What follows belongs to an exercise in optimizing a design on an open flow for small area, a short achievable clock period and few clock cycles per item; a production flow would make more cautious choices.
No run shown here included a check of the RTL's function; only the layout flow was run.

==> design.v <==
module agon_crypto (
    input  wire       clk,
    input  wire       rst,               
    input  wire       req,               
    input  wire       we,                
    input  wire       peek,              
    input  wire [7:0] addr,              
    input  wire [7:0] wdata,             
    input  wire       op_allowed,        
    input  wire       write_protected,   
    output wire       busy,              
    output reg  [7:0] rdata              
);
    localparam [5:0] LAST_IDX  = 6'h03;
    localparam [5:0] BLOCK_IDX = 6'h04;
    localparam [5:0] STATE_IDX = 6'h18;
    function [31:0] rotr;
        input [31:0] x;
        input integer k;
        begin
            rotr = (x >> k) | (x << (32 - k));
        end
    endfunction
    function [31:0] big_s0;
        input [31:0] x;
        begin
            big_s0 = rotr(x, 2) ^ rotr(x, 13) ^ rotr(x, 22);
        end
    endfunction
    function [31:0] big_s1;
        input [31:0] x;
        begin
            big_s1 = rotr(x, 6) ^ rotr(x, 11) ^ rotr(x, 25);
        end
    endfunction
    function [31:0] small_s0;
        input [31:0] x;
        begin
            small_s0 = rotr(x, 7) ^ rotr(x, 18) ^ (x >> 3);
        end
    endfunction
    function [31:0] small_s1;
        input [31:0] x;
        begin
            small_s1 = rotr(x, 17) ^ rotr(x, 19) ^ (x >> 10);
        end
    endfunction
    function [31:0] iv;
        input [2:0] j;
        begin
            case (j)
                3'd0: iv = 32'h6a09e667; 3'd1: iv = 32'hbb67ae85;
                3'd2: iv = 32'h3c6ef372; 3'd3: iv = 32'ha54ff53a;
                3'd4: iv = 32'h510e527f; 3'd5: iv = 32'h9b05688c;
                3'd6: iv = 32'h1f83d9ab; default: iv = 32'h5be0cd19;
            endcase
        end
    endfunction
    localparam [2047:0] K_TABLE = {
        32'hc67178f2, 32'hbef9a3f7, 32'ha4506ceb, 32'h90befffa,
        32'h8cc70208, 32'h84c87814, 32'h78a5636f, 32'h748f82ee,
        32'h682e6ff3, 32'h5b9cca4f, 32'h4ed8aa4a, 32'h391c0cb3,
        32'h34b0bcb5, 32'h2748774c, 32'h1e376c08, 32'h19a4c116,
        32'h106aa070, 32'hf40e3585, 32'hd6990624, 32'hd192e819,
        32'hc76c51a3, 32'hc24b8b70, 32'ha81a664b, 32'ha2bfe8a1,
        32'h92722c85, 32'h81c2c92e, 32'h766a0abb, 32'h650a7354,
        32'h53380d13, 32'h4d2c6dfc, 32'h2e1b2138, 32'h27b70a85,
        32'h14292967, 32'h06ca6351, 32'hd5a79147, 32'hc6e00bf3,
        32'hbf597fc7, 32'hb00327c8, 32'ha831c66d, 32'h983e5152,
        32'h76f988da, 32'h5cb0a9dc, 32'h4a7484aa, 32'h2de92c6f,
        32'h240ca1cc, 32'h0fc19dc6, 32'hefbe4786, 32'he49b69c1,
        32'hc19bf174, 32'h9bdc06a7, 32'h80deb1fe, 32'h72be5d74,
        32'h550c7dc3, 32'h243185be, 32'h12835b01, 32'hd807aa98,
        32'hab1c5ed5, 32'h923f82a4, 32'h59f111f1, 32'h3956c25b,
        32'he9b5dba5, 32'hb5c0fbcf, 32'h71374491, 32'h428a2f98
    };
    localparam [31:0] K0 = 32'h428a2f98;
    reg [31:0] H [0:7];      
    reg [31:0] B [0:15];     
    reg [5:0]  last;         
    reg        running;      
    reg [6:0]  t;            
    reg [31:0] va, vb, vc, vd, ve, vf, vg, vh;
    reg [31:0] W [0:15];     
    reg [31:0] hkw;          
    assign busy = running & (~we | (addr[6:4] == 3'b000));
    wire       accept   = req & ~busy;
    wire [5:0] idx      = addr[7:2];
    wire [1:0] lane     = addr[1:0];
    wire       rd_acc   = accept & ~we;
    wire       wr_acc   = accept & we;
    wire       wr_do    = wr_acc & (peek | ~write_protected);
    wire [5:0] rd_idx   = (~peek & ~op_allowed) ? last : idx;
    wire       ctrl_wr  = wr_do & (addr == 8'h00);
    wire       op_zero  = wdata[4];
    wire       op_init  = ~wdata[4] & ((wdata & 8'h0e) == 8'h0a);
    wire       op_comp  = ~wdata[4] & ((wdata & 8'h0a) == 8'h0a);
    wire       start    = ctrl_wr & op_comp;
    wire       blk_wr   = wr_do & (idx >= BLOCK_IDX) & (idx < BLOCK_IDX + 6'd16);
    wire [3:0] blk_word = idx[3:0] - BLOCK_IDX[3:0];
    reg [31:0] rd_word;
    always @(*) begin
        if (rd_idx == LAST_IDX)
            rd_word = H[7];
        else if (rd_idx >= BLOCK_IDX && rd_idx < BLOCK_IDX + 6'd16)
            rd_word = B[rd_idx[3:0] - BLOCK_IDX[3:0]];
        else if (rd_idx >= STATE_IDX && rd_idx < STATE_IDX + 6'd8)
            rd_word = H[rd_idx[2:0]];
        else
            rd_word = 32'h0;
    end
    wire [31:0] k_next = K_TABLE[32*((t[5:0] + 6'd1) & 6'h3f) +: 32];
    wire [31:0] ch     = (ve & vf) ^ (~ve & vg);
    wire [31:0] maj    = (va & vb) ^ (va & vc) ^ (vb & vc);
    wire [31:0] a_new  = hkw + big_s1(ve) + ch + big_s0(va) + maj;
    wire [31:0] e_new  = hkw + big_s1(ve) + ch + vd;
    wire [31:0] hkw_nx = vg + k_next + W[1];
    wire [31:0] wnew   = small_s1(W[14]) + W[9] + small_s0(W[1]) + W[0];
    wire [31:0] hkw_h  = H[7] + K0 + B[0];
    wire [31:0] hkw_iv = B[0] + (32'h5be0cd19 + K0);
    wire        fin    = running & (t >= 7'd61);
    wire [31:0] sum_a  = H[3] + va;
    wire [31:0] sum_e  = H[7] + ve;
    integer i;
    always @(posedge clk) begin
        if (start) begin
            if (op_init) begin
                va <= iv(0); vb <= iv(1); vc <= iv(2); vd <= iv(3);
                ve <= iv(4); vf <= iv(5); vg <= iv(6); vh <= iv(7);
                hkw <= hkw_iv;
            end else begin
                va <= H[0]; vb <= H[1]; vc <= H[2]; vd <= H[3];
                ve <= H[4]; vf <= H[5]; vg <= H[6]; vh <= H[7];
                hkw <= hkw_h;
            end
            for (i = 0; i < 16; i = i + 1)
                W[i] <= B[i];
        end else begin
            vh <= vg;
            vg <= vf;
            vf <= ve;
            ve <= e_new;
            vd <= vc;
            vc <= vb;
            vb <= va;
            va <= a_new;
            for (i = 0; i < 15; i = i + 1)
                W[i] <= W[i + 1];
            W[15] <= wnew;
            hkw <= hkw_nx;
        end
        if (rst) begin
            for (i = 0; i < 8; i = i + 1)
                H[i] <= 32'h0;
            for (i = 0; i < 16; i = i + 1)
                B[i] <= 32'h0;
            last    <= 6'h0;
            running <= 1'b0;
            t       <= 7'd0;
        end else begin
            if (rd_acc)
                rdata <= rd_word[8*lane +: 8];
            if (accept & ~peek & (we | op_allowed))
                last <= idx;
            if (blk_wr)
                B[blk_word][8*lane +: 8] <= wdata;
            if (ctrl_wr) begin
                if (op_zero) begin
                    for (i = 0; i < 8; i = i + 1)
                        H[i] <= 32'h0;
                end else if (op_init) begin
                    for (i = 0; i < 8; i = i + 1)
                        H[i] <= iv(i);
                end
            end
            if (start) begin
                t       <= 7'd0;
                running <= 1'b1;
            end
            if (running) begin
                t <= t + 7'd1;
                if (t == 7'd64)
                    running <= 1'b0;
            end
            if (fin) begin
                H[0] <= sum_a; H[1] <= H[0]; H[2] <= H[1]; H[3] <= H[2];
                H[4] <= sum_e; H[5] <= H[4]; H[6] <= H[5]; H[7] <= H[6];
            end
        end
    end
endmodule
==> run.sh <==
#!/bin/bash
# synth_recipe.tcl (not shown) runs the flow's synth.tcl, then flattens the netlist and writes it again
# the make line also repeats each setting of config.mk as NAME=value (left out here)
make -C /OpenROAD-flow-scripts/flow DESIGN_CONFIG=/design/flow/config.mk WORK_HOME=/design/flow/orfs CLKGATE_MAP_FILE= SYNTH_SCRIPT=/design/flow/synth_recipe.tcl finish
==> config.mk <==
export PLATFORM = sky130hd
export DESIGN_NAME = agon_crypto
export DESIGN_NICKNAME = agon_crypto
export VERILOG_FILES = /design/flow/design.v
export SDC_FILE = /design/flow/constraint.sdc
export NUM_CORES = 4
export LEC_CHECK = 0
export ABC_CLOCK_PERIOD_IN_PS = 4000
export CAP_MARGIN = 20
export CORE_MARGIN = 2
export CORE_UTILIZATION = 40
export PLACE_DENSITY = 0.6
export SETUP_SLACK_MARGIN = 5
export SLEW_MARGIN = 20
==> constraint.sdc <==
create_clock -name core_clock -period 10.0 [get_ports {clk}]
set_input_delay 2.0000 -clock core_clock [delete_from_list [all_inputs] [get_ports {clk}]]
set_output_delay 2.0000 -clock core_clock [all_outputs]
set_load 0.01 [all_outputs]
==> results of run 1 <==
## worst max-delay path, stage by stage, from the launching register on
cell and delay (ns):
dfxtp_1 0.30, buf_4 0.18, xnor2_1 0.21, xnor2_1 0.11, fa_1 0.59, ha_2 0.35, a21oi_2 0.25, o221ai_2 0.17
a21oi_2 0.19, o21ai_2 0.09, o41a_1 0.47, a2111oi_4 0.44, buf_4 0.20, o21bai_4 0.07, xor2_2 0.18, buf_6 0.14
fa_1 0.54, ha_4 0.24, a21oi_2 0.14, nand3b_1 0.11, o211a_1 0.27, o21a_1 0.17, o21a_1 0.18, o41ai_2 0.24
xor2_1 0.19, a21oi_1 0.08
## what timing repair did
action	CTS	global route
pin swaps	195	149
hold buffers	0	0
endpoints found under the setup margin	1534	111
buffers inserted	194	48
resized for setup	595	260
cloned	18	2
## final cells by class
cell class                 instances  area share
multi-input combinational       6916       0.473
timing repair buffer             433      0.0457
antenna                           19    0.000486
inverter                         282      0.0117
clock buffer                     237      0.0506
tap                             2704      0.0346
sequential                      1558       0.374
clock inverter                    85      0.0104
## metal layers
metal | wire (microns) | up-vias
li1 | - | 32725
met1 | 148000 | 36991
met2 | 157000 | 4662
met3 | 41000 | 996
met4 | 23100 | 20
met5 | 129 | -
## per-stage QoR
| step | cell area, sq um | util | setup WS (ns) | hold slack [ns] |
|---|---|---|---|---|
| 3_5_place_dp | 85700 | 0.414 | 2.81 | 0.397 |
| 2_1_floorplan | 83600 | - | 4.33 | 0.392 |
| 4_1_cts | 96300 | 0.465 | 3.87 | 0.406 |
| 5_1_grt | 97800 | 0.473 | 3.55 | 0.421 |
| 3_3_place_gp | 85600 | 0.414 | 2.65 | 0.394 |
| 6_report | 97800 | 0.473 | 3.73 | 0.397 |
## worst paths after layout
kind | cells past startpoint | from | to | slack (ns)
worst max-delay path | 25 | ve[20] | va[30] | 3.73
worst min register to register | 2 | W[6][31] | W[5][31] | 0.40
worst max register to register | 25 | ve[20] | va[30] | 3.73
worst min-delay path | 2 | W[6][31] | W[5][31] | 0.40
## cells by family (layout without fill, tap and decap cells)
kind of cell / count (synthesis) / count (layout) / share of synthesized area
buffers and inverters: 995 / 1037 / 0.0477
multiplexers: 32 / 32 / 0.00525
XOR/XNOR: 502 / 506 / 0.0531
adder cells (fa/ha/maj): 486 / 486 / 0.0871
other: 0 / 19 / 0
flip-flops: 1558 / 1558 / 0.438
AND/OR/NAND/NOR: 3846 / 3847 / 0.203
AO/OA/AOI/OAI: 2044 / 2045 / 0.166
## cells in the final DEF, fill, tap and decap left out, drive strengths merged, types with 24 or more instances in the layout
cell | Yosys | final
and3 | 324 | 324
o221ai | 24 | 24
nand2b | 67 | 67
dfxtp | 1038 | 1038
a311oi | 42 | 42
o211ai | 59 | 59
xnor2 | 366 | 367
a21o | 170 | 170
a21oi | 411 | 411
nor3 | 195 | 195
a221oi | 131 | 131
ha | 301 | 301
edfxtp | 520 | 520
o21bai | 33 | 33
buf | 174 | 402
inv | 280 | 284
nand3 | 235 | 235
nand2 | 1914 | 1914
o21a | 41 | 41
or3 | 25 | 25
a31oi | 62 | 62
xor2 | 135 | 138
clkinv | 2 | 53
or2 | 29 | 29
clkbuf | 539 | 242
nor2 | 765 | 766
a22oi | 380 | 380
fa | 162 | 162
nor2b | 35 | 35
a211oi | 58 | 58
o21ai | 433 | 434
and2 | 197 | 197
==> reports/metrics.cfg, run 1 <==
[run_status]
outcome = complete, no violations

[die]
initial_core_util = 0.402
core_sq_um = 207000
die_x_microns = 460
die_area_sq_um = 211000
core.rowCount = 167
die_h_microns = 460
io_pins = 32

[layout]
fill_cells = 19634
multi_input_area_sq_um = 46300
final_cells = 12234
regArea_sq_um = 36500
nets = 9850
layout-drive-gt1-share = 0.136
reg_top3 = B: 512 flops, W: 512 flops, H: 256 flops
area_growth_pct = 17.7

[sta]
fin_crit_ns = 6.27
fmax_ghz = 0.159
worstMarginPinSlew_ns = 1.28
fin_tns_setup_ns = 0
slew_violations = 0
hold_viol_final = 0
setup_viol_count_final = 0
period_share = 0.627
rsz0062_at_grt = true
relSlewSlack = 0.138
fin_skew_ns = 0.0363

[cts]
clk_pin_slew_ns = 0.07
clock_tree.root_cell = clkbuf_16
cts.sinks = 1558
cts_buffers = 173
clockBufferDepth = 3
h-tree-depth = 4
clock_latency_ns = 0.86
cts_tree = done

[grt]
met1_usage = 0.456
grt_use_met3 = 0.0781
grt-ovfl-total = 0
busiest_layer = met2
grt_use_met2 = 0.503
grt_pass1_wl_microns = 519000
grt_max_degree = 196
grtUsageTotal = 0.338
antenna_found_initial = 28
grt_pass1_vias = 70422

[critical_path]
path_max_fanout = 7
cp.arrival_ns = 6.97
critPathKind = flop to flop
start_kind = flop
critical_path_required_ns = 10.70
endpoint_kind = flop

[synthesis]
synthArstFlopShare = 0
yosysWarnings = 3
netlist_area_sq_um = 83100
synthTopCellsByArea = dfxtp_1, edfxtp_1, nand2_1, ha_1, fa_1
yosysMostFrequentCell = nand2_1
yosysSeqAreaShare = 0.438
ys.flop_type = dfxtp_1
ys_seq_elements = 1558
avgSynthCellArea_sq_um = 8.78
syn-num-nets = 9949
synthCells = 9463
synth_top_cells_by_count = nand2_1, dfxtp_1, nor2_1
synth-edff-count = 520
yosys.area.top_type = dfxtp_1
synth_top_area_share = 0.250
ys_types = 101

[routing]
drt_first_pass_iters = 9
vias = 75394
avgRoutedWirePerCell_microns = 30.2
drtIter0Drc = 10446
drc_errors = 0
drt_wl_total_microns = 369000
postRouteAntennaNets = 0
viasPerCell = 6.16

[placement]
place_congestion = 1.05
dp_hpwl_microns = 254000
io_buffers = 31
dp_cells = 11631

[run]
drv_cap = 0

[hold_path]
hp-class = flop to flop

==> run 2, diff against run 1 <==
--- a/design.v
+++ b/design.v
@@ -109,11 +109,12 @@
         else
             rd_word = 32'h0;
     end
-    wire [31:0] k_next = K_TABLE[32*((t[5:0] + 6'd1) & 6'h3f) +: 32];
+    localparam [2047:0] K_NEXT = {K_TABLE[31:0], K_TABLE[2047:32]};
+    wire [31:0] k_next = K_NEXT[32*t[5:0] +: 32];
     wire [31:0] ch     = (ve & vf) ^ (~ve & vg);
     wire [31:0] maj    = (va & vb) ^ (va & vc) ^ (vb & vc);
-    wire [31:0] a_new  = hkw + big_s1(ve) + ch + big_s0(va) + maj;
-    wire [31:0] e_new  = hkw + big_s1(ve) + ch + vd;
+    wire [31:0] a_new  = big_s0(va) + maj + hkw + big_s1(ve) + ch;
+    wire [31:0] e_new  = vd + hkw + big_s1(ve) + ch;
     wire [31:0] hkw_nx = vg + k_next + W[1];
     wire [31:0] wnew   = small_s1(W[14]) + W[9] + small_s0(W[1]) + W[0];
     wire [31:0] hkw_h  = H[7] + K0 + B[0];
==> run 2 against run 1 <==
First-iteration DRC count decreased by 1.9%. Area after synthesis increased by 2.0%. Worst setup slack better by 1.2 ns. Cell count increased by 1.1%. Maximum frequency up 24%. Global-route usage down 2.5 points. Critical endpoint is now B[10][11]. Largest cell class unchanged. Highest routed layer unchanged.
==> reports/metrics.cfg, run 2 <==
[sta]
worstMarginPinSlew_ns = 1.23  ; -0.0551 ns
fmax_ghz = 0.198  ; +24%
hold_viol_final = 0  ; unchanged
slew_violations = 0  ; unchanged
rsz0062_at_grt = true
fin_skew_ns = 0.0851  ; +0.0487 ns
setup_viol_count_final = 0  ; unchanged
period_share = 0.504  ; -0.123
fin_tns_setup_ns = 0  ; unchanged
fin_crit_ns = 5.04  ; -1.23 ns
relSlewSlack = 0.180  ; +0.0425

[synthesis]
ys.flop_type = dfxtp_1
synth_compound_area_frac = 0.155  ; -0.0103
synth_mux_area_frac = 0.00937  ; +0.00412
yosys.area.top_type = dfxtp_1
synth_top_area_share = 0.245  ; -0.00483
syn-num-nets = 10248  ; +3.0%
ys_seq_elements = 1558  ; unchanged
synth_top_family_by_area = simple AND/OR/NAND/NOR gates
yosysSeqAreaShare = 0.429  ; -0.00845
synthTopCellsByArea = dfxtp_1, edfxtp_1, nand2_1, fa_1, ha_1
yosys.area_share.simple = 0.197  ; -0.00596
synth_adder_area_share = 0.100  ; +0.0130
synthArstFlopShare = 0  ; unchanged
synthCells = 9699  ; +2.5%
synth_top_cells_by_count = nand2_1, dfxtp_1, inv_1
synth_xor_area_frac = 0.0480  ; -0.00510
yosysWarnings = 3  ; unchanged
ys_types = 87  ; -14%
netlist_area_sq_um = 84800  ; +2.0%
yosysMostFrequentCell = nand2_1
synth-edff-count = 520  ; unchanged
avgSynthCellArea_sq_um = 8.74  ; -0.51%

[placement]
place_congestion = 1.05  ; -0.57%
io_buffers = 31  ; unchanged
dp_hpwl_microns = 246000  ; -3.1%

[die]
die_area_sq_um = 216000  ; +2.0%
core.rowCount = 168  ; +0.60%
core_sq_um = 210000  ; +1.6%
initial_core_util = 0.403  ; +0.00140
die_x_microns = 464  ; +0.97%
die_h_microns = 464  ; +0.97%
io_pins = 32  ; unchanged

[critical_path]
path_max_fanout = 20  ; +13
rrSetupSlack_ns = 5.07  ; +1.34 ns
r2r_cells = 17  ; -32%
cp.arrival_ns = 5.55  ; -1.42 ns
start_kind = primary input
rr_startpoint = W[1][18]
endpoint_kind = flop
critPathKind = primary input to flop
timing.rr.end = W[15][30]
critical_path_required_ns = 10.51  ; -0.19 ns

[cts]
clk_pin_slew_ns = 0.06  ; about the same
clock_tree.root_cell = clkbuf_16
clockBufferDepth = 3  ; unchanged
h-tree-depth = 4  ; unchanged
cts.sinks = 1558  ; unchanged
cts_tree = done
cts_buffers = 172  ; -0.58%
clock_latency_ns = 0.89  ; +0.03 ns

[routing]
postRouteAntennaNets = 0  ; unchanged
vias = 73930  ; -1.9%
viasPerCell = 5.98  ; -3.0%
drtIter0Drc = 10249  ; -1.9%
drt_first_pass_iters = 7  ; -2
avgRoutedWirePerCell_microns = 28.7  ; -5.0%
drt_wl_total_microns = 354000  ; -3.9%
drc_errors = 0  ; unchanged

[hold_path]
hold_end = W[9][5]
hp-class = flop to flop
hold_start = W[10][5]
min_path_cells = 2  ; unchanged

[layout]
layout-drive-gt1-share = 0.0866  ; -0.0499
area_growth_pct = 12.3
layout_common_cells = nand2_1, dfxtp_1, inv_1
final_common_cell = nand2_1
reg_top3 = B: 512 flops, W: 512 flops, H: 256 flops
nets = 9955  ; +1.1%

[grt]
grt_max_degree = 182  ; -7.1%
antenna_found_initial = 20  ; -29%
grt-ovfl-total = 0  ; unchanged
grt_pass1_wl_microns = 497000  ; -4.3%
grtUsageTotal = 0.313  ; -0.0248
grt_pass1_vias = 68966  ; -2.1%

[run]
drv_cap = 0  ; unchanged

[run_status]
outcome = complete, no violations

run 2: cell types whose count changed in the layout (fill, tap and decap cells not counted), sizes merged, moves of 25 or more:
cell,previous run,this run
and3,324,293
a221oi,131,50
fa,162,251
inv,284,625
and2,197,267
ha,301,275
a21o,170,145
nand2,1914,1842
a21oi,411,504
buf,402,202
xnor2,367,341
nor2,766,588
nand3,235,367
run 2: critical path, cell delays in order:
cell and delay [ns]:
clkdlybuf4s50_1 0.45, buf_4 0.38, nor2b_1 0.88, nand2_1 0.70, nor2_1 0.70, or2_2 0.39
run 2: layout make-up:
cell class / count / area (sq um)
repair buffers: 229 / 2410
clock buffers: 251 / 4970
diodes: 9 / 22.5
multi-input cells: 6828 / 44500
clock inverters: 71 / 856
well taps: 2805 / 3510
fillers: 20271 / 115000
flip-flops and latches: 1558 / 36500
inverters: 617 / 2360
run 2: logic make-up (layout without fill, tap and decap cells):
| kind of cell | count (synthesis) | after routing |
|---|---|---|
| and+or+nand+nor | 3742 | 3742 |
| adders and majority gates | 528 | 528 |
| other | 0 | 9 |
| muxes | 58 | 59 |
| buffers and inverters | 1314 | 1168 |
| xor gates and xnor gates | 465 | 465 |
| DFF | 1558 | 1558 |
| AOI/OAI and AO/OA | 2034 | 2034 |
run 2: worst max-delay path by stage:
stage | end | from | slack [ns] | cells after the start
after global placement | rdata[4] | peek | 3.09 | 10
after CTS | hkw[31] | t[0] | 5.00 | 26
final | B[10][11] | addr[0] | 4.96 | 6
after floorplan | rdata[2] | peek | 5.02 | 15
after detailed placement | rdata[4] | peek | 2.96 | 10
after global routing | hkw[29] | t[0] | 4.94 | 19
run 2: repair_timing:
action,4_1_cts,5_1_grt
pin swaps,16,42
gates resized for setup,215,199
buffers inserted,36,24
hold buffers,0,0
setup endpoints to repair,572,439
cloned,2,8
run 2: per-layer routing:
metal | vias up | global-route usage | routed length (microns)
met2 | 4417 | 0.469 | 152000
met5 | - | 0 | 66
met3 | 894 | 0.0743 | 40200
met4 | 10 | 0.176 | 23500
met1 | 36091 | 0.415 | 138000
li1 | 32518 | - | -
run 2: metrics by stage:
| step | hold WS [ns] | cells | setup WS (ns) | area [sq um] | utilization |
|---|---|---|---|---|---|
| after global routing | 0.398 | 12360 | 4.94 | 95200 | 0.453 |
| after global placement | 0.395 | 11967 | 3.09 | 87100 | 0.414 |
| after CTS | 0.382 | 12327 | 5.00 | 94100 | 0.447 |
| final | 0.386 | 12368 | 4.96 | 95200 | 0.453 |
| after detailed placement | 0.397 | 11967 | 2.96 | 87100 | 0.414 |
| after floorplan | 0.392 | 9699 | 5.02 | 84900 | - |
==> run 3, diff against run 2 <==
--- a/design.v
+++ b/design.v
@@ -83,7 +83,10 @@
     reg [31:0] va, vb, vc, vd, ve, vf, vg, vh;
     reg [31:0] W [0:15];     
     reg [31:0] hkw;          
-    assign busy = running & (~we | (addr[6:4] == 3'b000));
+    reg        rbusy;        
+    reg        pend;         
+    reg        p_zero, p_init, p_comp;
+    assign busy = (rbusy & ~we) | pend;
     wire       accept   = req & ~busy;
     wire [5:0] idx      = addr[7:2];
     wire [1:0] lane     = addr[1:0];
@@ -95,20 +98,30 @@
     wire       op_zero  = wdata[4];
     wire       op_init  = ~wdata[4] & ((wdata & 8'h0e) == 8'h0a);
     wire       op_comp  = ~wdata[4] & ((wdata & 8'h0a) == 8'h0a);
-    wire       start    = ctrl_wr & op_comp;
+    wire       ctrl_now = ctrl_wr & ~running;
+    wire       exec_q   = pend & ~running;
+    wire       ex_zero  = (ctrl_now & op_zero) | (exec_q & p_zero);
+    wire       ex_init  = (ctrl_now & op_init) | (exec_q & p_init);
+    wire       start    = (ctrl_now & op_comp) | (exec_q & p_comp);
     wire       blk_wr   = wr_do & (idx >= BLOCK_IDX) & (idx < BLOCK_IDX + 6'd16);
     wire [3:0] blk_word = idx[3:0] - BLOCK_IDX[3:0];
-    reg [31:0] rd_word;
+    reg [15:0] r_bsel;       
+    reg [7:0]  r_hsel;       
+    reg [3:0]  r_lsel;       
+    reg [7:0]  rd_lane [0:3];
+    integer    q, n;
     always @(*) begin
-        if (rd_idx == LAST_IDX)
-            rd_word = H[7];
-        else if (rd_idx >= BLOCK_IDX && rd_idx < BLOCK_IDX + 6'd16)
-            rd_word = B[rd_idx[3:0] - BLOCK_IDX[3:0]];
-        else if (rd_idx >= STATE_IDX && rd_idx < STATE_IDX + 6'd8)
-            rd_word = H[rd_idx[2:0]];
-        else
-            rd_word = 32'h0;
-    end
+        for (n = 0; n < 4; n = n + 1) begin
+            rd_lane[n] = 8'h00;
+            for (q = 0; q < 16; q = q + 1)
+                rd_lane[n] = rd_lane[n] | (B[q][8*n +: 8] & {8{r_bsel[q]}});
+            for (q = 0; q < 8; q = q + 1)
+                rd_lane[n] = rd_lane[n] | (H[q][8*n +: 8] & {8{r_hsel[q]}});
+        end
+        rdata = (rd_lane[0] & {8{r_lsel[0]}}) | (rd_lane[1] & {8{r_lsel[1]}}) |
+                (rd_lane[2] & {8{r_lsel[2]}}) | (rd_lane[3] & {8{r_lsel[3]}});
+    end
+    wire [7:0] b_dat = wdata & {8{~rst}};
     localparam [2047:0] K_NEXT = {K_TABLE[31:0], K_TABLE[2047:32]};
     wire [31:0] k_next = K_NEXT[32*t[5:0] +: 32];
     wire [31:0] ch     = (ve & vf) ^ (~ve & vg);
@@ -122,10 +135,24 @@
     wire        fin    = running & (t >= 7'd61);
     wire [31:0] sum_a  = H[3] + va;
     wire [31:0] sum_e  = H[7] + ve;
-    integer i;
+    integer i, j, l;
+    always @(posedge clk) begin
+        for (j = 0; j < 16; j = j + 1)
+            r_bsel[j] <= (rd_idx == BLOCK_IDX + j);
+        for (j = 0; j < 8; j = j + 1)
+            r_hsel[j] <= (rd_idx == STATE_IDX + j) | ((j == 7) && (rd_idx == LAST_IDX));
+        for (l = 0; l < 4; l = l + 1)
+            r_lsel[l] <= (lane == l);
+    end
+    always @(posedge clk) begin
+        for (j = 0; j < 16; j = j + 1)
+            for (l = 0; l < 4; l = l + 1)
+                if (rst | (blk_wr & (blk_word == j) & (lane == l)))
+                    B[j][8*l +: 8] <= b_dat;
+    end
     always @(posedge clk) begin
         if (start) begin
-            if (op_init) begin
+            if (ex_init) begin
                 va <= iv(0); vb <= iv(1); vc <= iv(2); vd <= iv(3);
                 ve <= iv(4); vf <= iv(5); vg <= iv(6); vh <= iv(7);
                 hkw <= hkw_iv;
@@ -153,35 +180,40 @@
         if (rst) begin
             for (i = 0; i < 8; i = i + 1)
                 H[i] <= 32'h0;
-            for (i = 0; i < 16; i = i + 1)
-                B[i] <= 32'h0;
             last    <= 6'h0;
             running <= 1'b0;
+            rbusy   <= 1'b0;
+            pend    <= 1'b0;
             t       <= 7'd0;
         end else begin
-            if (rd_acc)
-                rdata <= rd_word[8*lane +: 8];
             if (accept & ~peek & (we | op_allowed))
                 last <= idx;
-            if (blk_wr)
-                B[blk_word][8*lane +: 8] <= wdata;
-            if (ctrl_wr) begin
-                if (op_zero) begin
-                    for (i = 0; i < 8; i = i + 1)
-                        H[i] <= 32'h0;
-                end else if (op_init) begin
-                    for (i = 0; i < 8; i = i + 1)
-                        H[i] <= iv(i);
-                end
+            if (ctrl_wr & running) begin
+                pend   <= 1'b1;
+                p_zero <= op_zero;
+                p_init <= op_init;
+                p_comp <= op_comp;
+            end
+            if (exec_q)
+                pend <= 1'b0;
+            if (ex_zero) begin
+                for (i = 0; i < 8; i = i + 1)
+                    H[i] <= 32'h0;
+            end else if (ex_init) begin
+                for (i = 0; i < 8; i = i + 1)
+                    H[i] <= iv(i);
+            end
+            if (running) begin
+                t <= t + 7'd1;
+                if (t == 7'd63)
+                    rbusy <= 1'b0;
+                if (t == 7'd64)
+                    running <= 1'b0;
             end
             if (start) begin
                 t       <= 7'd0;
                 running <= 1'b1;
-            end
-            if (running) begin
-                t <= t + 7'd1;
-                if (t == 7'd64)
-                    running <= 1'b0;
+                rbusy   <= 1'b1;
             end
             if (fin) begin
                 H[0] <= sum_a; H[1] <= H[0]; H[2] <= H[1]; H[3] <= H[2];
==> run 3 against run 2 <==
Sequential cell count increased by 25. Global-route usage increased by 2.6 points. Sequential share of layout area increased by 1.6 points. Via count decreased by 6.8%. Worst setup slack got worse by 0.26 ns. Wire length increased by 0.18%. Worst hold slack got worse by 0.023 ns. Largest cell class unchanged.
==> reports/metrics.cfg, run 3 <==
[sta]
period_share = 0.530  ; +0.0261
fin_tns_setup_ns = 0  ; unchanged
fin_crit_ns = 5.30  ; +0.261 ns
hold_viol_final = 0  ; unchanged
setup_viol_count_final = 0  ; unchanged
rsz0062_at_grt = true
fmax_ghz = 0.189  ; -4.9%
worstMarginPinSlew_ns = 1.17  ; -0.0575 ns
setup_ws_ns = 4.70  ; -0.261 ns
slew_violations = 0  ; unchanged
fin_skew_ns = 0.0694  ; -0.0156 ns
relSlewSlack = 0.218  ; +0.0376

[critical_path]
slowest_delay_ns = 0.52  ; -0.36 ns
cp.arrival_ns = 3.30  ; -2.25 ns
path_delay_family = compound AO/OA/AOI/OAI gates
start_kind = flop
cp_cell_sequence = a22o_4 > a221oi_4 > nand4_1 > o21ai_4 > nand4_1 > buf_2
path_max_fanout = 2  ; -90%
critical_path_required_ns = 8.00  ; -2.51 ns
critPathKind = flop to primary output
endpoint_kind = primary output
crit_top_cell = nand4_1
crit_path_top_delay_cell = edfxtp_1
cp_num_buf_inv = 1  ; -1

[cts]
cts.sinks = 1583  ; +1.6%
h-tree-depth = 4  ; unchanged
clock_latency_ns = 0.87  ; -0.02 ns
clk_pin_slew_ns = 0.06  ; about the same
cts_buffers = 167  ; -2.9%
clockBufferDepth = 3  ; unchanged
cts_tree = done
clock_tree.root_cell = clkbuf_16

[synthesis]
synth_xor_area_frac = 0.0504  ; +0.00238
ys.flop_type = dfxtp_1
netlist_area_sq_um = 79200  ; -6.6%
synth_adder_area_share = 0.106  ; +0.00608
synth_top_family_by_area = compound AO/OA/AOI/OAI gates
synth-edff-count = 515  ; -0.96%
synth_compound_area_frac = 0.180  ; +0.0246
ys_seq_elements = 1583  ; +1.6%
yosys.area_share.simple = 0.146  ; -0.0516
synthTopCellsByArea = dfxtp_1, edfxtp_1, nand2_1, fa_1, ha_1
yosysWarnings = 5  ; +2
avgSynthCellArea_sq_um = 9.31  ; +6.6%
syn-num-nets = 9048  ; -12%
synth_top_area_share = 0.270  ; +0.0248
synth_top_cells_by_count = nand2_1, dfxtp_1, o21ai_0
synthCells = 8505  ; -12%
yosys.area.top_type = dfxtp_1
synthArstFlopShare = 0  ; unchanged
yosysSeqAreaShare = 0.465  ; +0.0359
ys_types = 94  ; +8.0%
synth_mux_area_frac = 0.00343  ; -0.00594
yosysMostFrequentCell = nand2_1

[routing]
drt_wl_total_microns = 355000  ; +0.18%
vias = 68924  ; -6.8%
drc_errors = 0  ; unchanged
viasPerCell = 6.10  ; +2.1%
postRouteAntennaNets = 0  ; unchanged
avgRoutedWirePerCell_microns = 31.4  ; +9.7%
drtIter0Drc = 10529  ; +2.7%
drt_first_pass_iters = 7  ; unchanged

[grt]
grt-ovfl-total = 0  ; unchanged
grt_pass1_vias = 63534  ; -7.9%
grtUsageTotal = 0.340  ; +0.0261
grt_pass1_wl_microns = 488000  ; -1.7%
grt_max_degree = 193  ; +6.0%
antenna_found_initial = 10  ; -50%

[placement]
place_congestion = 1.04  ; -0.21%
place_ws_ns = 3.18  ; +0.217 ns
io_buffers = 31  ; unchanged
dp_hpwl_microns = 242000  ; -1.6%

[layout]
layout_common_cells = nand2_1, dfxtp_1, edfxtp_1
nets = 9047  ; -9.1%
area_growth_pct = 16.9
layout-drive-gt1-share = 0.117  ; +0.0309
fill_cells = 18462  ; -8.9%
reg_top3 = B: 512 flops, W: 512 flops, H: 256 flops
final_common_cell = nand2_1

[run_status]
outcome = complete, no violations

[run]
drv_cap = 0  ; unchanged

[die]
core_sq_um = 197000  ; -6.3%
die_h_microns = 449  ; -3.3%
io_pins = 32  ; unchanged
die_area_sq_um = 202000  ; -6.5%
initial_core_util = 0.402  ; -0.00124
core.rowCount = 163  ; -3.0%
die_x_microns = 449  ; -3.3%

[hold_path]
hp-class = flop to flop

-- run 3: cell types whose count changed after synthesis, sizes merged, moves of 136 or more --
cell    previous run  this run
o21ai            432       568
a22o               4       202
nand2           1842      2015
and3             293        29
nor2             588       328
inv              615       471
nand3            367        83
clkbuf           528       381
and2             267        17
a22oi            386       228
-- run 3: routing by layer --
layer	up-vias	global-route usage	routed length [microns]
li1	29453	-	-
met1	33813	0.455	138000
met2	4735	0.489	146000
met3	915	0.0942	44300
met4	8	0.199	25800
met5	-	0	49
-- run 3: worst paths after layout --
path            start        to  slack [ns]  depth (start not counted)
max          B[7][13]  rdata[5]        4.70                          6
min           W[8][9]   W[7][9]        0.36                          2
min reg2reg   W[8][9]   W[7][9]        0.36                          2
max reg2reg      t[0]   hkw[28]        4.91                         21
-- run 3: repair_timing --
item | in CTS | in global routing
pin swaps | 98 | 99
gates resized for setup | 502 | 192
hold buffers | 0 | 0
setup endpoints to repair | 681 | 566
setup buffers | 120 | 37
gates cloned | 19 | 3
-- run 3: cells by family (layout without fill, tap and decap cells) --
logic type / Yosys count / in the layout
AND/OR/NAND/NOR: 2798 / 2798
AO/OA/AOI/OAI: 2137 / 2139
flip-flops: 1583 / 1583
buffers and inverters: 987 / 1129
adder cells (fa/ha/maj): 522 / 522
XOR/XNOR: 456 / 456
multiplexers: 22 / 22
other: 0 / 5
-- run 3: layout make-up --
type / instances / area (sq um) / share of cell area
Antenna cell: 5 / 12.5 / 0.000135
Clock buffer: 239 / 4710 / 0.0509
Clock inverter: 75 / 996 / 0.0108
Inverter: 472 / 1800 / 0.0194
Multi-Input combinational cell: 5937 / 40600 / 0.439
Sequential cell: 1583 / 37000 / 0.400
Tap cell: 2640 / 3300 / 0.0357
Timing Repair Buffer: 343 / 4080 / 0.0441
-- run 3: worst register-to-register path, stage by stage (launching register included) --
cell and delay (ns):
dfxtp_4 0.36, clkinvlp_4 0.08, buf_12 0.14, ha_4 0.27, nor2_1 0.10, buf_4 0.20
nand2_1 0.14, o21ai_1 0.18, mux4_2 0.58, fa_1 0.52, inv_2 0.05, ha_4 0.24
a21o_1 0.18, nand2_2 0.09, a211oi_2 0.08, or4_4 0.57, o311ai_4 0.24, buf_6 0.16
a211oi_4 0.08, o41ai_2 0.28, xor2_1 0.33, a32oi_1 0.09
-- run 3: through the flow --
step                hold WS, ns  utilization  instances  instance area, sq um
global route              0.388        0.470      11289                 92600
finish                    0.362        0.470      11294                 92600
floorplan                 0.399            -       8505                 79200
detailed placement        0.404        0.416      10796                 82000
global placement          0.400        0.416      10795                 82000
CTS                       0.361        0.464      11249                 91400
==> run 4, diff against run 3 <==
--- a/design.v
+++ b/design.v
@@ -74,23 +74,26 @@
         32'hab1c5ed5, 32'h923f82a4, 32'h59f111f1, 32'h3956c25b,
         32'he9b5dba5, 32'hb5c0fbcf, 32'h71374491, 32'h428a2f98
     };
-    localparam [31:0] K0 = 32'h428a2f98;
+    localparam [2047:0] K_NEXT2 = {K_TABLE[63:0], K_TABLE[2047:64]};
     reg [31:0] H [0:7];      
     reg [31:0] B [0:15];     
     reg [5:0]  last;         
+    reg        pend;         
+    reg        p_zero, p_init, p_comp;
     reg        running;      
     reg [6:0]  t;            
     reg [31:0] va, vb, vc, vd, ve, vf, vg, vh;
     reg [31:0] W [0:15];     
     reg [31:0] hkw;          
-    reg        rbusy;        
-    reg        pend;         
-    reg        p_zero, p_init, p_comp;
-    assign busy = (rbusy & ~we) | pend;
+    reg [31:0] kreg;         
+    wire go     = ~running & p_comp & ~p_init & ~p_zero;
+    wire start  = pend & go;
+    wire rd_hold = pend | (running & ~t[6]);
+    wire wr_hold = pend & ~go;
+    assign busy = (~we & rd_hold) | wr_hold;
     wire       accept   = req & ~busy;
     wire [5:0] idx      = addr[7:2];
     wire [1:0] lane     = addr[1:0];
-    wire       rd_acc   = accept & ~we;
     wire       wr_acc   = accept & we;
     wire       wr_do    = wr_acc & (peek | ~write_protected);
     wire [5:0] rd_idx   = (~peek & ~op_allowed) ? last : idx;
@@ -98,11 +101,9 @@
     wire       op_zero  = wdata[4];
     wire       op_init  = ~wdata[4] & ((wdata & 8'h0e) == 8'h0a);
     wire       op_comp  = ~wdata[4] & ((wdata & 8'h0a) == 8'h0a);
-    wire       ctrl_now = ctrl_wr & ~running;
+    wire       ctrl_now = ctrl_wr & ~running & ~pend;
+    wire       ctrl_q   = ctrl_wr & (running | pend);
     wire       exec_q   = pend & ~running;
-    wire       ex_zero  = (ctrl_now & op_zero) | (exec_q & p_zero);
-    wire       ex_init  = (ctrl_now & op_init) | (exec_q & p_init);
-    wire       start    = (ctrl_now & op_comp) | (exec_q & p_comp);
     wire       blk_wr   = wr_do & (idx >= BLOCK_IDX) & (idx < BLOCK_IDX + 6'd16);
     wire [3:0] blk_word = idx[3:0] - BLOCK_IDX[3:0];
     reg [15:0] r_bsel;       
@@ -121,20 +122,17 @@
         rdata = (rd_lane[0] & {8{r_lsel[0]}}) | (rd_lane[1] & {8{r_lsel[1]}}) |
                 (rd_lane[2] & {8{r_lsel[2]}}) | (rd_lane[3] & {8{r_lsel[3]}});
     end
-    wire [7:0] b_dat = wdata & {8{~rst}};
-    localparam [2047:0] K_NEXT = {K_TABLE[31:0], K_TABLE[2047:32]};
-    wire [31:0] k_next = K_NEXT[32*t[5:0] +: 32];
     wire [31:0] ch     = (ve & vf) ^ (~ve & vg);
     wire [31:0] maj    = (va & vb) ^ (va & vc) ^ (vb & vc);
     wire [31:0] a_new  = big_s0(va) + maj + hkw + big_s1(ve) + ch;
     wire [31:0] e_new  = vd + hkw + big_s1(ve) + ch;
-    wire [31:0] hkw_nx = vg + k_next + W[1];
+    wire [31:0] hkw_nx = (start ? H[7] : vg) + (start ? K_TABLE[31:0] : kreg) +
+                         (start ? B[0] : W[1]);
     wire [31:0] wnew   = small_s1(W[14]) + W[9] + small_s0(W[1]) + W[0];
-    wire [31:0] hkw_h  = H[7] + K0 + B[0];
-    wire [31:0] hkw_iv = B[0] + (32'h5be0cd19 + K0);
     wire        fin    = running & (t >= 7'd61);
     wire [31:0] sum_a  = H[3] + va;
     wire [31:0] sum_e  = H[7] + ve;
+    wire [7:0]  b_dat  = wdata & {8{~rst}};
     integer i, j, l;
     always @(posedge clk) begin
         for (j = 0; j < 16; j = j + 1)
@@ -151,18 +149,13 @@
                     B[j][8*l +: 8] <= b_dat;
     end
     always @(posedge clk) begin
+        hkw <= hkw_nx;
         if (start) begin
-            if (ex_init) begin
-                va <= iv(0); vb <= iv(1); vc <= iv(2); vd <= iv(3);
-                ve <= iv(4); vf <= iv(5); vg <= iv(6); vh <= iv(7);
-                hkw <= hkw_iv;
-            end else begin
-                va <= H[0]; vb <= H[1]; vc <= H[2]; vd <= H[3];
-                ve <= H[4]; vf <= H[5]; vg <= H[6]; vh <= H[7];
-                hkw <= hkw_h;
-            end
+            va <= H[0]; vb <= H[1]; vc <= H[2]; vd <= H[3];
+            ve <= H[4]; vf <= H[5]; vg <= H[6]; vh <= H[7];
             for (i = 0; i < 16; i = i + 1)
                 W[i] <= B[i];
+            kreg <= K_TABLE[63:32];
         end else begin
             vh <= vg;
             vg <= vf;
@@ -175,49 +168,53 @@
             for (i = 0; i < 15; i = i + 1)
                 W[i] <= W[i + 1];
             W[15] <= wnew;
-            hkw <= hkw_nx;
+            kreg <= K_NEXT2[32*t[5:0] +: 32];
         end
         if (rst) begin
             for (i = 0; i < 8; i = i + 1)
                 H[i] <= 32'h0;
             last    <= 6'h0;
+            pend    <= 1'b0;
             running <= 1'b0;
-            rbusy   <= 1'b0;
-            pend    <= 1'b0;
             t       <= 7'd0;
         end else begin
             if (accept & ~peek & (we | op_allowed))
                 last <= idx;
-            if (ctrl_wr & running) begin
+            if (fin) begin
+                H[0] <= sum_a; H[1] <= H[0]; H[2] <= H[1]; H[3] <= H[2];
+                H[4] <= sum_e; H[5] <= H[4]; H[6] <= H[5]; H[7] <= H[6];
+            end else if ((ctrl_now & op_zero) | (exec_q & p_zero)) begin
+                for (i = 0; i < 8; i = i + 1)
+                    H[i] <= 32'h0;
+            end else if ((ctrl_now & op_init) | (exec_q & p_init)) begin
+                for (i = 0; i < 8; i = i + 1)
+                    H[i] <= iv(i);
+            end
+            if (exec_q) begin
+                p_init <= 1'b0;
+                if (~p_init)
+                    pend <= 1'b0;
+            end
+            if (ctrl_now) begin
+                pend   <= op_comp;
+                p_zero <= 1'b0;
+                p_init <= 1'b0;
+                p_comp <= 1'b1;
+            end
+            if (ctrl_q) begin
                 pend   <= 1'b1;
                 p_zero <= op_zero;
                 p_init <= op_init;
                 p_comp <= op_comp;
             end
-            if (exec_q)
-                pend <= 1'b0;
-            if (ex_zero) begin
-                for (i = 0; i < 8; i = i + 1)
-                    H[i] <= 32'h0;
-            end else if (ex_init) begin
-                for (i = 0; i < 8; i = i + 1)
-                    H[i] <= iv(i);
-            end
             if (running) begin
                 t <= t + 7'd1;
-                if (t == 7'd63)
-                    rbusy <= 1'b0;
                 if (t == 7'd64)
                     running <= 1'b0;
             end
             if (start) begin
                 t       <= 7'd0;
                 running <= 1'b1;
-                rbusy   <= 1'b1;
-            end
-            if (fin) begin
-                H[0] <= sum_a; H[1] <= H[0]; H[2] <= H[1]; H[3] <= H[2];
-                H[4] <= sum_e; H[5] <= H[4]; H[6] <= H[5]; H[7] <= H[6];
             end
         end
     end
==> run 4 against run 3 <==
Critical endpoint is now rdata[7]. Still clean on timing, DRC and antenna. Worst setup slack got worse by 0.029 ns. Clock skew fell by 0.014 ns. Critical path depth rose by 1. Maximum frequency fell by 0.55%. Critical path type unchanged. Die area fell by 2.7%. Sequential cell count rose by 31. Area after synthesis fell by 2.7%. Register-to-register slack improved by 0.05 ns. Sequential share of layout area rose by 1.9 points.
==> reports/metrics.cfg, run 4 <==
[run_status]
outcome = complete, no violations

[sta]
rsz0062_at_grt = true
fin_skew_ns = 0.0553  ; -0.0142 ns
period_share = 0.533  ; +0.00294
holdWs_ns = 0.400  ; +0.0383 ns
slew_violations = 0  ; unchanged
fin_tns_setup_ns = 0  ; unchanged
worstMarginPinSlew_ns = 1.23  ; +0.0582 ns
fin_crit_ns = 5.33  ; +0.0294 ns
setup_viol_count_final = 0  ; unchanged
relSlewSlack = 0.157  ; -0.0606
fmax_ghz = 0.188  ; -0.55%
hold_viol_final = 0  ; unchanged

[synthesis]
ys_seq_elements = 1614  ; +2.0%
synthTopCellsByArea = dfxtp_1, edfxtp_1, nand2_1, fa_1, ha_1
ys.flop_type = dfxtp_1
synth-edff-count = 515  ; unchanged
ys_types = 84  ; -11%
avgSynthCellArea_sq_um = 9.32  ; about the same
synthCells = 8266  ; -2.8%
yosysSeqAreaShare = 0.486  ; +0.0211
synth_top_cells_by_count = nand2_1, dfxtp_1, edfxtp_1
yosys.area.top_type = dfxtp_1
synth_top_area_share = 0.286  ; +0.0156
syn-num-nets = 8747  ; -3.3%
yosysMostFrequentCell = nand2_1
netlist_area_sq_um = 77000  ; -2.7%
yosysWarnings = 5  ; unchanged
synthArstFlopShare = 0  ; unchanged

[critical_path]
endpoint_kind = primary output
path_max_fanout = 7  ; +5
cp.arrival_ns = 3.33  ; +0.03 ns
critical_path_required_ns = 8.00  ; about the same
r2r_cells = 18  ; -14%
critPathKind = flop to primary output
rrSetupSlack_ns = 4.96  ; +0.05 ns
timing.rr.end = hkw[31]
start_kind = flop
rr_startpoint = pend

[hold_path]
hold_end = W[12][2]
hold_start = W[13][2]
min_path_cells = 2  ; unchanged
hp-class = flop to flop

[routing]
avgRoutedWirePerCell_microns = 34.2  ; +8.8%
postRouteAntennaNets = 0  ; unchanged
drt_first_pass_iters = 9  ; +2
viasPerCell = 6.06  ; -0.66%
drc_errors = 0  ; unchanged
drt_wl_total_microns = 376000  ; +5.8%
vias = 66602  ; -3.4%
drtIter0Drc = 9310  ; -12%

[placement]
io_buffers = 31  ; unchanged
place_congestion = 1.06  ; +1.2%
dp_hpwl_microns = 274000  ; +13%

[cts]
cts_tree = done
clockBufferDepth = 3  ; unchanged
clock_tree.root_cell = clkbuf_16
cts.sinks = 1614  ; +2.0%
clock_latency_ns = 0.89  ; +0.02 ns
hold_buffers = 0  ; unchanged
cts_buffers = 175  ; +4.8%
h-tree-depth = 4  ; unchanged
clk_pin_slew_ns = 0.06  ; about the same

[layout]
reg_top3 = B: 512 flops, W: 512 flops, H: 256 flops
regArea_sq_um = 37600  ; +1.6%
layout-drive-gt1-share = 0.107  ; -0.0105
layout_common_cells = nand2_1, dfxtp_1, edfxtp_1
fill_cells = 18195  ; -1.4%
area_growth_pct = 16.5
nets = 8787  ; -2.9%
final_common_cell = nand2_1
multi_input_area_sq_um = 37800  ; -7.1%

[grt]
grt_pass1_wl_microns = 507000  ; +3.9%
grt_pass1_vias = 63057  ; -0.75%
grt-ovfl-total = 0  ; unchanged
grt_max_degree = 181  ; -6.2%
grtUsageTotal = 0.371  ; +0.0309
antenna_found_initial = 25  ; +15

[die]
die_area_sq_um = 196000  ; -2.7%
core_sq_um = 192000  ; -2.6%
initial_core_util = 0.401  ; -0.000690
core.rowCount = 161  ; -1.2%
io_pins = 32  ; unchanged
die_h_microns = 443  ; -1.4%
die_x_microns = 443  ; -1.4%

[run]
drv_cap = 0  ; unchanged

run 4: changes by cell type after synthesis, moves of 29 or more:
cell      before   now
o21a_1        63    34
o21bai_1      86    23
buf_2        102    18
mux2i_1       17   107
o21ai_0      563   341
nor3_1        69   184
nand2_1     2015  2129
a22o_1       202   129
nor2_1       326   497
dfxtp_1     1068  1099
clkbuf_1     378   430
xor2_1       165   127
ha_1         269   208
inv_1        469   409
run 4: through the flow:
stage / utilization / std cells / worst slack [ns] / cell area (sq um)
floorplan: - / 8266 / 5.09 / 77000
global placement: 0.418 / 10523 / 3.56 / 80300
detailed placement: 0.418 / 10524 / 3.47 / 80300
CTS: 0.462 / 10931 / 4.80 / 88700
global route: 0.468 / 10983 / 4.78 / 89800
finish: 0.468 / 10986 / 4.67 / 89800
run 4: worst max-delay path: stages, from the launching register on:
cell	delay (ns)
dfxtp_4	0.43
buf_12	0.23
a22o_1	0.23
a221oi_2	0.28
nand4_1	0.35
o21ai_2	0.32
nand4_1	0.33
buf_2	0.26
run 4: worst max-delay path by stage:
stage | slack (ns) | cells after the start | start | end
finish | 4.67 | 7 | r_bsel[10] | rdata[7]
global route | 4.78 | 8 | r_bsel[15] | rdata[1]
CTS | 4.80 | 7 | r_bsel[1] | rdata[0]
detailed placement | 3.47 | 13 | addr[0] | H[3][12]
global placement | 3.56 | 16 | pend | hkw[30]
floorplan | 5.09 | 20 | pend | hkw[27]
run 4: area by class of cell:
cell class	instances	area share
multi-input cells	5754	0.421
flip-flops and latches	1614	0.419
clock buffers	250	0.0552
repair buffers	350	0.0414
well taps	2526	0.0352
inverters	411	0.0172
clock inverters	72	0.0112
diodes	9	0.000251
run 4: per-layer routing:
metal  track usage  vias to the layer above  share of wire  wire length (microns)
met5             0                        -        0.00075                    283
met4         0.253                       24          0.082                  30700
met3         0.105                     1168           0.11                  42300
met2         0.550                     4218           0.42                 160000
met1         0.467                    32830           0.38                 143000
li1              -                    28362              -                      -
run 4: kinds of logic (layout without fill, tap and decap cells):
kind of cell,after synthesis,count (layout),synth area share
flops,1614,1614,0.486
mux,117,117,0.0162
xor+xnor,403,403,0.0458
buf+inv,902,1083,0.0442
fa+ha+maj,460,460,0.0990
compound gates,1629,1630,0.142
other cells,0,9,0
simple gates,3141,3144,0.167
run 4: timing repair:
action                     4_1_cts  5_1_grt
pin swaps                       55       66
resized for setup              355      135
setup endpoints to repair      358      255
gates cloned                    18        4
buffers inserted                67       41
==> run 5, diff against run 4 <==
--- a/design.v
+++ b/design.v
@@ -90,7 +90,13 @@
     wire start  = pend & go;
     wire rd_hold = pend | (running & ~t[6]);
     wire wr_hold = pend & ~go;
-    assign busy = (~we & rd_hold) | wr_hold;
+    reg         pw_v;
+    reg  [3:0]  pw_word;
+    reg  [1:0]  pw_lane;
+    reg  [7:0]  pw_dat;
+    wire        stream = running & (t <= 7'd13);     
+    wire        stuck  = pw_v & stream & ({3'b000, pw_word} > t + 7'd2);
+    assign busy = we ? (wr_hold | stuck) : (rd_hold | stuck);
     wire       accept   = req & ~busy;
     wire [5:0] idx      = addr[7:2];
     wire [1:0] lane     = addr[1:0];
@@ -126,35 +132,52 @@
     wire [31:0] maj    = (va & vb) ^ (va & vc) ^ (vb & vc);
     wire [31:0] a_new  = big_s0(va) + maj + hkw + big_s1(ve) + ch;
     wire [31:0] e_new  = vd + hkw + big_s1(ve) + ch;
-    wire [31:0] hkw_nx = (start ? H[7] : vg) + (start ? K_TABLE[31:0] : kreg) +
-                         (start ? B[0] : W[1]);
+    wire [31:0] hkw_nx = (running ? vg : H[7]) + (running ? kreg : K_TABLE[31:0]) +
+                         (running ? W[15] : B[0]);
     wire [31:0] wnew   = small_s1(W[14]) + W[9] + small_s0(W[1]) + W[0];
+    wire [31:0] b_strm = {rd_lane[3], rd_lane[2], rd_lane[1], rd_lane[0]};
     wire        fin    = running & (t >= 7'd61);
     wire [31:0] sum_a  = H[3] + va;
     wire [31:0] sum_e  = H[7] + ve;
-    wire [7:0]  b_dat  = wdata & {8{~rst}};
+    wire [7:0]  b_dat  = pw_dat & {8{~rst}};
     integer i, j, l;
     always @(posedge clk) begin
-        for (j = 0; j < 16; j = j + 1)
-            r_bsel[j] <= (rd_idx == BLOCK_IDX + j);
+        if (start)
+            r_bsel <= 16'h0004;
+        else if (running & (t <= 7'd12))
+            r_bsel <= {r_bsel[14:0], 1'b0};
+        else
+            for (j = 0; j < 16; j = j + 1)
+                r_bsel[j] <= (rd_idx == BLOCK_IDX + j);
         for (j = 0; j < 8; j = j + 1)
-            r_hsel[j] <= (rd_idx == STATE_IDX + j) | ((j == 7) && (rd_idx == LAST_IDX));
+            r_hsel[j] <= ~start & ~(running & (t <= 7'd12)) &
+                         ((rd_idx == STATE_IDX + j) | ((j == 7) && (rd_idx == LAST_IDX)));
         for (l = 0; l < 4; l = l + 1)
             r_lsel[l] <= (lane == l);
     end
     always @(posedge clk) begin
+        if (rst)
+            pw_v <= 1'b0;
+        else if (~stuck) begin
+            pw_v    <= blk_wr;
+            pw_word <= blk_word;
+            pw_lane <= lane;
+            pw_dat  <= wdata;
+        end
         for (j = 0; j < 16; j = j + 1)
             for (l = 0; l < 4; l = l + 1)
-                if (rst | (blk_wr & (blk_word == j) & (lane == l)))
+                if (rst | (pw_v & ~stuck & (pw_word == j) & (pw_lane == l)))
                     B[j][8*l +: 8] <= b_dat;
     end
     always @(posedge clk) begin
         hkw <= hkw_nx;
-        if (start) begin
+        for (i = 0; i < 14; i = i + 1)
+            W[i] <= W[i + 1];
+        if (~running) begin
             va <= H[0]; vb <= H[1]; vc <= H[2]; vd <= H[3];
             ve <= H[4]; vf <= H[5]; vg <= H[6]; vh <= H[7];
-            for (i = 0; i < 16; i = i + 1)
-                W[i] <= B[i];
+            W[14] <= B[0];
+            W[15] <= B[1];
             kreg <= K_TABLE[63:32];
         end else begin
             vh <= vg;
@@ -165,9 +188,8 @@
             vc <= vb;
             vb <= va;
             va <= a_new;
-            for (i = 0; i < 15; i = i + 1)
-                W[i] <= W[i + 1];
-            W[15] <= wnew;
+            W[14] <= W[15];
+            W[15] <= (t <= 7'd13) ? b_strm : wnew;
             kreg <= K_NEXT2[32*t[5:0] +: 32];
         end
         if (rst) begin
==> run 5 against run 4 <==
Area after synthesis shrank 5.0%. Critical path depth is the same. Worst setup slack gained 0.16 ns.
==> reports/metrics.cfg, run 5 <==
[critical_path]
slowest_delay_ns = 0.49  ; +0.06 ns
start_kind = flop
cp_cell_sequence = buf_4 > a22o_1 > a221oi_1 > nand4_1 > a22oi_1 > nand2_1 > buf_4
crit_top_cell = buf_4
endpoint_kind = primary output
critical_path_required_ns = 8.00  ; about the same
crit_path_top_delay_cell = a221oi_1
critPathKind = flop to primary output
path_max_fanout = 32  ; +25
cp.arrival_ns = 3.18  ; -0.15 ns

[synthesis]
ys.flop_type = dfxtp_1
synthArstFlopShare = 0  ; unchanged
synthTopCellsByArea = dfxtp_1, edfxtp_1, fa_1, a22oi_1, mux2_2
syn-num-nets = 7013  ; -20%
avgSynthCellArea_sq_um = 11.2  ; +20%
synthCells = 6530  ; -21%
netlist_area_sq_um = 73200  ; -5.0%
yosysSeqAreaShare = 0.518  ; +0.0314
synth_top_area_share = 0.301  ; +0.0152
ys_types = 96  ; +14%
yosysWarnings = 5  ; unchanged
ys_seq_elements = 1629  ; +0.93%
synth-edff-count = 529  ; +2.7%
yosys.area.top_type = dfxtp_1
synth_top_cells_by_count = dfxtp_1, edfxtp_1, nor2_1
yosysMostFrequentCell = dfxtp_1

[cts]
h-tree-depth = 4  ; unchanged
clockBufferDepth = 3  ; unchanged
clk_pin_slew_ns = 0.06  ; about the same
clock_tree.root_cell = clkbuf_16
cts_buffers = 165  ; -5.7%
cts.sinks = 1629  ; +0.93%
clock_latency_ns = 0.88  ; about the same
cts_tree = done
hold_buffers = 0  ; unchanged

[routing]
vias = 55382  ; -17%
drtIter0Drc = 7226  ; -22%
postRouteAntennaNets = 0  ; unchanged
drc_errors = 0  ; unchanged
met3WireLength_microns = 34800  ; -18%
drt_first_pass_iters = 5  ; -4
m1WireLength_microns = 114000  ; -20%
avgRoutedWirePerCell_microns = 32.2  ; -5.8%
viasPerCell = 6.07  ; about the same
wl_met2_microns = 125000  ; -22%
top_layer_used = met5
drt_wl_total_microns = 294000  ; -22%

[sta]
fin_crit_ns = 5.18  ; -0.157 ns
rsz0062_at_grt = true
slew_violations = 0  ; unchanged
worstMarginPinSlew_ns = 1.19  ; -0.0405 ns
hold_viol_final = 0  ; unchanged
fin_skew_ns = 0.0900  ; +0.0347 ns
setup_viol_count_final = 0  ; unchanged
fin_tns_setup_ns = 0  ; unchanged
relSlewSlack = 0.202  ; +0.0443
fmax_ghz = 0.193  ; +3.0%
period_share = 0.518  ; -0.0157

[hold_path]
hp-class = flop to flop

[placement]
io_buffers = 31  ; unchanged
place_congestion = 0.979  ; -7.2%
dp_hpwl_microns = 209000  ; -23%

[run]
drv_cap = 0  ; unchanged

[layout]
layout-drive-gt1-share = 0.157  ; +0.0502
finalCoreUtilization = 0.462  ; -0.00587
final_common_cell = dfxtp_1
fill_cells = 16478  ; -9.4%
area_growth_pct = 15.1
nets = 7081  ; -19%
layout_common_cells = dfxtp_1, edfxtp_1, a21oi_1
reg_top3 = B: 512 flops, W: 512 flops, H: 256 flops

[grt]
grtUsageTotal = 0.307  ; -0.0636
grt_pass1_wl_microns = 405000  ; -20%
grt-ovfl-total = 0  ; unchanged
grt_pass1_vias = 52574  ; -17%
antenna_found_initial = 18  ; -28%
grt_max_degree = 133  ; -27%

[die]
io_pins = 32  ; unchanged
core_sq_um = 182000  ; -4.9%
initial_core_util = 0.401  ; about the same
die_x_microns = 432  ; -2.5%
core.rowCount = 157  ; -2.5%
die_area_sq_um = 187000  ; -4.9%
die_h_microns = 432  ; -2.5%

[run_status]
outcome = complete, no violations

## run 5: changes by cell type after synthesis, moves of 65 or more
cell / change
a21o_1: +73
a221oi_1: -65
a22oi_1: +156
clkbuf_1: -126
mux2_2: +237
nand2_1: -1786
nor2_1: -109
nor3_1: -121
o21ai_0: -96
## run 5: cell families after synthesis
kind of cell | share of synthesized area
mux | 0.0476
compound gates | 0.165
fa+ha+maj | 0.105
simple gates | 0.0745
buf+inv | 0.0411
flops | 0.518
xor+xnor | 0.0499
## run 5: critical path, delay by kind of cell, from the launching register on
family | cells | cell delay (ns)
AOI/OAI and AO/OA | 3 | 1.05
DFF | 1 | 0.30
and+or+nand+nor | 2 | 0.46
buffers and inverters | 2 | 0.45
## run 5: final cells by class
type                            count  area [sq um]  share of cell area
Clock buffer                      223          4600              0.0546
Clock inverter                     82          1100              0.0130
Multi-Input combinational cell   4158         33200               0.394
Tap cell                         2385          2980              0.0354
Inverter                          359          1360              0.0161
Timing Repair Buffer              285          3000              0.0355
Antenna cell                        7          17.5            0.000208
Sequential cell                  1629         38000               0.451
## run 5: worst paths after layout
path	start	endpoint	slack, ns	depth (start not counted)
max	r_bsel[15]	rdata[1]	4.82	7
min	W[5][24]	W[4][24]	0.29	0
max reg2reg	r_hsel[6]	W[15][28]	4.92	31
min reg2reg	W[5][24]	W[4][24]	0.29	0
## run 5: stage by stage
stage / cell area, sq um / setup WS [ns] / cells / hold WS [ns]
CTS: 83400 / 4.85 / 9088 / 0.294
finish: 84300 / 4.82 / 9128 / 0.292
floorplan: 73200 / 5.24 / 6530 / 0.310
detailed placement: 76000 / 4.25 / 8687 / 0.312
global route: 84300 / 4.83 / 9123 / 0.296
global placement: 75900 / 4.24 / 8682 / 0.310
## run 5: layer usage
| metal | up-vias | GRT usage |
|---|---|---|
| met5 | - | 0.00364 |
| met4 | 8 | 0.172 |
| met3 | 789 | 0.0892 |
| met2 | 3351 | 0.455 |
| met1 | 27595 | 0.401 |
| li1 | 23639 | - |
## run 5: what timing repair did
item                                    4_1_cts  5_1_grt
cloned                                        8        5
buffers inserted                             88       27
pin swaps                                    55       56
gates resized for setup                     229      136
endpoints found under the setup margin       66       45

==> what the ideal ports hide <==
In the flow no input, the clock included, has a driving cell. The finished layouts below were timed again as built, in two steps. Step 1, drivers: a clkbuf_16 drives clk and a buf_2 each remaining input, both assumed. Step 2 times the ports against the registers' clock, not the clock port: input delays grow and output delays shrink by t, the midpoint of the rising clock arrivals with the driver on. a / b / c = ideal ports / drivers / drivers and shift; a / b = the first two.
run | shift t [ns] | slack for setup (ns) | worst setup path at the end | clock arrival spread, ns | worst register clock-pin slew, ns
run 1 | 0.932 | 3.726 / 3.726 / 3.726 | register to register | 0.041 / 0.040 | 0.07 / 0.07
run 2 | 0.950 | 4.958 / 5.031 / 4.081 | input to register | 0.085 / 0.086 | 0.07 / 0.07
run 3 | 0.932 | 4.697 / 4.602 / 4.157 | input to register | 0.072 / 0.072 | 0.07 / 0.07
run 4 | 0.953 | 4.668 / 4.572 / 4.184 | input to register | 0.058 / 0.058 | 0.07 / 0.07
run 5 | 0.917 | 4.824 / 4.739 / 4.313 | input to register | 0.092 / 0.092 | 0.07 / 0.07
After both steps every run listed still meets setup and hold. The setup slack of run 2, which loses most, moves by +0.073 ns with the drivers and by -0.877 ns with both steps.
